From an optimization exercise on the open Yosys and OpenROAD flow, aimed at small area, a short achievable clock period and few clock cycles per item; shortcuts taken in it are not production practice.
The RTL was checked by simulation tests, not by an equivalence proof against the original design.

## trial 62
// gf_alu
module gf_alu (
    input  wire        clk,
    input  wire        rst,
    input  wire        start,
    input  wire [7:0]  op,
    input  wire [31:0] a,
    input  wire [31:0] b,
    output wire        ready,
    output reg         done,
    output wire [31:0] result,
    output reg         err,
    output wire [7:0]  errcode
);
==> module gf_alu, before the edit <==
module gf_alu (
    input  wire        clk,
    input  wire        rst,
    input  wire        start,
    input  wire [7:0]  op,
    input  wire [31:0] a,
    input  wire [31:0] b,
    output wire        ready,
    output reg         done,
    output wire [31:0] result,
    output reg         err,
    output wire [7:0]  errcode
);
    localparam [2:0] C_ADD  = 3'd0;    
    localparam [2:0] C_MUL  = 3'd1;    
    localparam [2:0] C_LOG  = 3'd2;    
    localparam [2:0] C_INV8 = 3'd3;    
    localparam [2:0] C_POW  = 3'd4;    
    localparam [2:0] C_LOOP = 3'd5;    
    localparam [2:0] C_ERRZ = 3'd6;    
    localparam [2:0] C_ILL  = 3'd7;    
    reg        errz;
    reg  [9:0] res;
    assign result  = {22'd0, res};
    assign errcode = {3'b000, err, 3'b000, errz};
    reg        v1;          
    reg  [2:0] cls;
    reg        f10;         
    reg  [9:0] p, q;        
    reg  [9:0] s;           
    reg  [9:0] c;           
    reg  [9:0] x;           
    reg  [1:0] cnt;         
    wire last    = (cls != C_INV8) && (cls != C_POW) && !((cls == C_LOOP) && (cnt != 2'd0));
    assign ready = ~v1 | last;
    wire accept  = start & ready;
    wire       fin = op[5];                     
    wire [9:0] am  = {a[9:8] & {2{fin}}, a[7:0]};
    wire [9:0] bm  = {b[9:8] & {2{fin}}, b[7:0]};
    wire       a8z  = (a[7:0] == 8'd0);
    wire       a10z = a8z & (a[9:8] == 2'd0);
    wire [9:0] a2;
    gf_sq u_sqa (.f10(fin), .x(am), .y(a2));
    wire       inv8 = v1 & (cls == C_INV8);
    wire [7:0] log_p;
    wire [7:0] ek = inv8 ? ~log_p : a[7:0];     
    wire [7:0] exp_lo, exp_hi;
    gf8_exp_lo u_lo (.addr(ek[3:0]), .data(exp_lo));
    gf8_exp_hi u_hi (.addr(ek[7:4]), .data(exp_hi));
    wire [9:0] u10 = b[9:0], v10 = b[19:10], w10 = b[29:20], z10 = {8'd0, b[31:30]};
    wire [9:0] s10a = u10 ^ v10 ^ w10;
    wire [9:0] k10a = (u10 & v10) | (u10 & w10) | (v10 & w10);
    wire [9:0] c10a = {k10a[8:0], k10a[9]};
    wire [9:0] s10  = s10a ^ c10a ^ z10;
    wire [9:0] k10b = (s10a & c10a) | (s10a & z10) | (c10a & z10);
    wire [9:0] c10  = {k10b[8:0], k10b[9]};
    wire [7:0] u8 = b[7:0], v8 = b[15:8], w8 = b[23:16], z8 = b[31:24];
    wire [7:0] s8a = u8 ^ v8 ^ w8;
    wire [7:0] k8a = (u8 & v8) | (u8 & w8) | (v8 & w8);
    wire [7:0] c8a = {k8a[6:0], k8a[7]};
    wire [7:0] s8  = s8a ^ c8a ^ z8;
    wire [7:0] k8b = (s8a & c8a) | (s8a & z8) | (c8a & z8);
    wire [7:0] c8  = {k8b[6:0], k8b[7]};
    reg [2:0] cls_in;
    reg [9:0] p_in, q_in, s_in, c_in;
    always @(*) begin
        p_in = am;
        q_in = bm;
        s_in = fin ? s10 : {s8, 2'b00};
        c_in = fin ? c10 : {c8, 2'b00};
        case (op)
            8'h10, 8'h20: begin cls_in = C_ADD; p_in = am ^ bm; end
            8'h11, 8'h21: cls_in = C_MUL;
            8'h14: begin
                cls_in = C_MUL;
                p_in   = {2'b00, exp_lo};
                q_in   = {2'b00, exp_hi};
            end
            8'h15: cls_in = a8z ? C_ERRZ : C_LOG;
            8'h12: cls_in = a8z ? C_ERRZ : C_INV8;
            8'h13, 8'h23: begin cls_in = C_POW; q_in = a2; end
            8'h22: begin
                cls_in = a10z ? C_ERRZ : C_POW;
                q_in   = a2;
                s_in   = 10'd1022;
                c_in   = 10'd0;
            end
            default: cls_in = C_ILL;
        endcase
    end
    wire       loop = (cls == C_LOOP);
    wire [9:0] p2, p4, x2;
    gf_sq u_sq1 (.f10(f10), .x(p),  .y(p2));
    gf_sq u_sq2 (.f10(f10), .x(p2), .y(p4));
    gf_sq u_sqx (.f10(f10), .x(x),  .y(x2));
    wire [9:0] mp;
    gf_mul u_mul (.f10(f10), .a(loop ? p4 : p), .b(q), .p(mp));
    gf8_log_rom u_log (.addr(p[7:0]), .data(log_p));
    wire [10:0] es = {1'b0, s} + {1'b0, c};
    wire [9:0]  e  = es[9:0] + {7'd0, es[10] & ~f10, 1'b0, es[10] & f10};
    reg [9:0] p_first, q_first;
    always @(*) begin
        case (e[9:8])
            2'd0:    p_first = 10'd1;
            2'd1:    p_first = p;
            2'd2:    p_first = q;
            default: p_first = mp;
        endcase
        case (e[7:6])
            2'd0:    q_first = 10'd1;
            2'd1:    q_first = p;
            2'd2:    q_first = q;
            default: q_first = mp;
        endcase
    end
    reg [9:0] q_loop;
    always @(*) begin
        case (s[9:8])
            2'd0:    q_loop = 10'd1;
            2'd1:    q_loop = x;
            2'd2:    q_loop = x2;
            default: q_loop = c;
        endcase
    end
    always @(posedge clk) begin
        if (rst) begin
            v1   <= 1'b0;
            done <= 1'b0;
        end else begin
            done <= 1'b0;
            if (v1) begin
                if (last) begin
                    v1   <= 1'b0;
                    done <= 1'b1;
                    err  <= (cls == C_ERRZ) || (cls == C_ILL);
                    errz <= (cls == C_ERRZ);
                end
                case (cls)
                    C_ADD:  res <= p;
                    C_MUL:  res <= mp;
                    C_LOG:  res <= {2'b00, log_p};
                    C_INV8: begin
                        p   <= {2'b00, exp_lo};
                        q   <= {2'b00, exp_hi};
                        cls <= C_MUL;
                    end
                    C_POW: begin
                        x   <= p;
                        c   <= mp;
                        p   <= p_first;
                        q   <= q_first;
                        s   <= {e[5:0], 4'd0};
                        cnt <= f10 ? 2'd3 : 2'd2;
                        cls <= C_LOOP;
                    end
                    C_LOOP: begin
                        res <= mp;
                        p   <= mp;
                        q   <= q_loop;
                        s   <= {s[7:0], 2'b00};
                        cnt <= cnt - 2'd1;
                    end
                    default: res <= 10'd0;
                endcase
            end
            if (accept) begin
                v1  <= 1'b1;
                cls <= cls_in;
                f10 <= fin;
                p   <= p_in;
                q   <= q_in;
                s   <= s_in;
                c   <= c_in;
            end
        end
    end
endmodule
Settings: LEC_CHECK=0, CAP_MARGIN=20, CORE_MARGIN=2, CORE_UTILIZATION=30, SETUP_SLACK_MARGIN=2.8, SLEW_MARGIN=20; clock period 7.0 ns.
run.sh (not shown) runs the stock make flow with config.mk's settings and CLKGATE_MAP_FILE= SYNTH_SCRIPT=/design/flow/synth_recipe.tcl, a recipe that flattens the netlist after the stock synthesis.
Testbench counts of trial 62, summed over its fixed seeds: cycles 5,162, items 3,200.
diff inputs: trial 62 => trial 55
--- a/flow/design.v
+++ b/flow/design.v
@@ -837,10 +837,8 @@
     localparam [2:0] C_ADD  = 3'd0;    
     localparam [2:0] C_MUL  = 3'd1;    
-    localparam [2:0] C_LOG  = 3'd2;    
-    localparam [2:0] C_INV8 = 3'd3;    
-    localparam [2:0] C_POW  = 3'd4;    
-    localparam [2:0] C_LOOP = 3'd5;    
-    localparam [2:0] C_ERRZ = 3'd6;    
-    localparam [2:0] C_ILL  = 3'd7;    
+    localparam [2:0] C_POW  = 3'd2;    
+    localparam [2:0] C_LOOP = 3'd3;    
+    localparam [2:0] C_ERRZ = 3'd4;    
+    localparam [2:0] C_ILL  = 3'd5;    
     reg        errz;
     reg  [9:0] res;
@@ -855,5 +853,5 @@
     reg  [9:0] x;           
     reg  [1:0] cnt;         
-    wire last    = (cls != C_INV8) && (cls != C_POW) && !((cls == C_LOOP) && (cnt != 2'd0));
+    wire last    = (cls != C_POW) && !((cls == C_LOOP) && (cnt != 2'd0));
     assign ready = ~v1 | last;
     wire accept  = start & ready;
@@ -865,7 +863,7 @@
     wire [9:0] a2;
     gf_sq u_sqa (.f10(fin), .x(am), .y(a2));
-    wire       inv8 = v1 & (cls == C_INV8);
-    wire [7:0] log_p;
-    wire [7:0] ek = inv8 ? ~log_p : a[7:0];     
+    wire [7:0] log_a;
+    gf8_log_rom u_log (.addr(a[7:0]), .data(log_a));
+    wire [7:0] ek = op[2] ? a[7:0] : ~log_a;    
     wire [7:0] exp_lo, exp_hi;
     gf8_exp_lo u_lo (.addr(ek[3:0]), .data(exp_lo));
@@ -900,6 +898,13 @@
                 q_in   = {2'b00, exp_hi};
             end
-            8'h15: cls_in = a8z ? C_ERRZ : C_LOG;
-            8'h12: cls_in = a8z ? C_ERRZ : C_INV8;
+            8'h15: begin
+                cls_in = a8z ? C_ERRZ : C_ADD;
+                p_in   = {2'b00, log_a};
+            end
+            8'h12: begin
+                cls_in = a8z ? C_ERRZ : C_MUL;
+                p_in   = {2'b00, exp_lo};
+                q_in   = {2'b00, exp_hi};
+            end
             8'h13, 8'h23: begin cls_in = C_POW; q_in = a2; end
             8'h22: begin
@@ -919,5 +924,4 @@
     wire [9:0] mp;
     gf_mul u_mul (.f10(f10), .a(loop ? p4 : p), .b(q), .p(mp));
-    gf8_log_rom u_log (.addr(p[7:0]), .data(log_p));
     wire [10:0] es = {1'b0, s} + {1'b0, c};
     wire [9:0]  e  = es[9:0] + {7'd0, es[10] & ~f10, 1'b0, es[10] & f10};
@@ -962,10 +966,4 @@
                     C_ADD:  res <= p;
                     C_MUL:  res <= mp;
-                    C_LOG:  res <= {2'b00, log_p};
-                    C_INV8: begin
-                        p   <= {2'b00, exp_lo};
-                        q   <= {2'b00, exp_hi};
-                        cls <= C_MUL;
-                    end
                     C_POW: begin
                         x   <= p;
==> comparison <==
Trial 55 closes out successfully: all stages finished, all timing, DRC and antenna checks passed. Trial 55 packs its core more tightly than trial 62. Portion of the clock cycle consumed by the worst path in the final layout: trial 55 < trial 62. Summary of the comparison: worst hold margin is lower in trial 55, relative to trial 62. Trial 55 vs trial 62 on share of the final layout cell area in sequential cells: trial 55 is the lower one. Compared to trial 62, the routing of trial 55 uses less wire. Of trial 62 and trial 55, the higher adder-cell area share of the yosys netlist belongs to trial 55. NOTE synthesized netlist cell count trial 62->trial 55 decreased slightly. Diff trial 62 -> trial 55: time the final worst path needs with I/O delays and setup now smaller; netlist area before placement now smaller; data-path buffer share of cell area in the final layout now larger; design area now larger. Between trial 62 and trial 55, layout cell share with drive strength beyond 1 increased.
Testbench counts of trial 55, summed over its fixed seeds: cycles 4,818, items 3,200.

-- static timing again, ports no longer ideal --
No port has a modelled driver above. Below, the same layouts with a new extraction and two added sets of constraints.
Step 1, drivers: a clkbuf_16 drives clk and a buf_2 each remaining input, both assumed.
Step 2 also shifts input and output timing later by t, the mid clock arrival at the registers, as if the neighbouring blocks saw the same clock.
a / b / c = no drivers / after step 1 / after step 2; a / b = the first two.
| run | t, ns | setup slack, ns | slew at the worst register clock pin (ns) |
|---|---|---|---|
| trial 62 | 0.395 | 2.414 / 2.414 / 2.414 | 0.07 / 0.07 |
| trial 55 | 0.378 | 2.436 / 2.428 / 2.050 | 0.07 / 0.07 |
After both steps every run listed still meets setup and hold. The setup slack of trial 55, which loses most, moves by -0.008 ns with the drivers and by -0.386 ns with both steps.
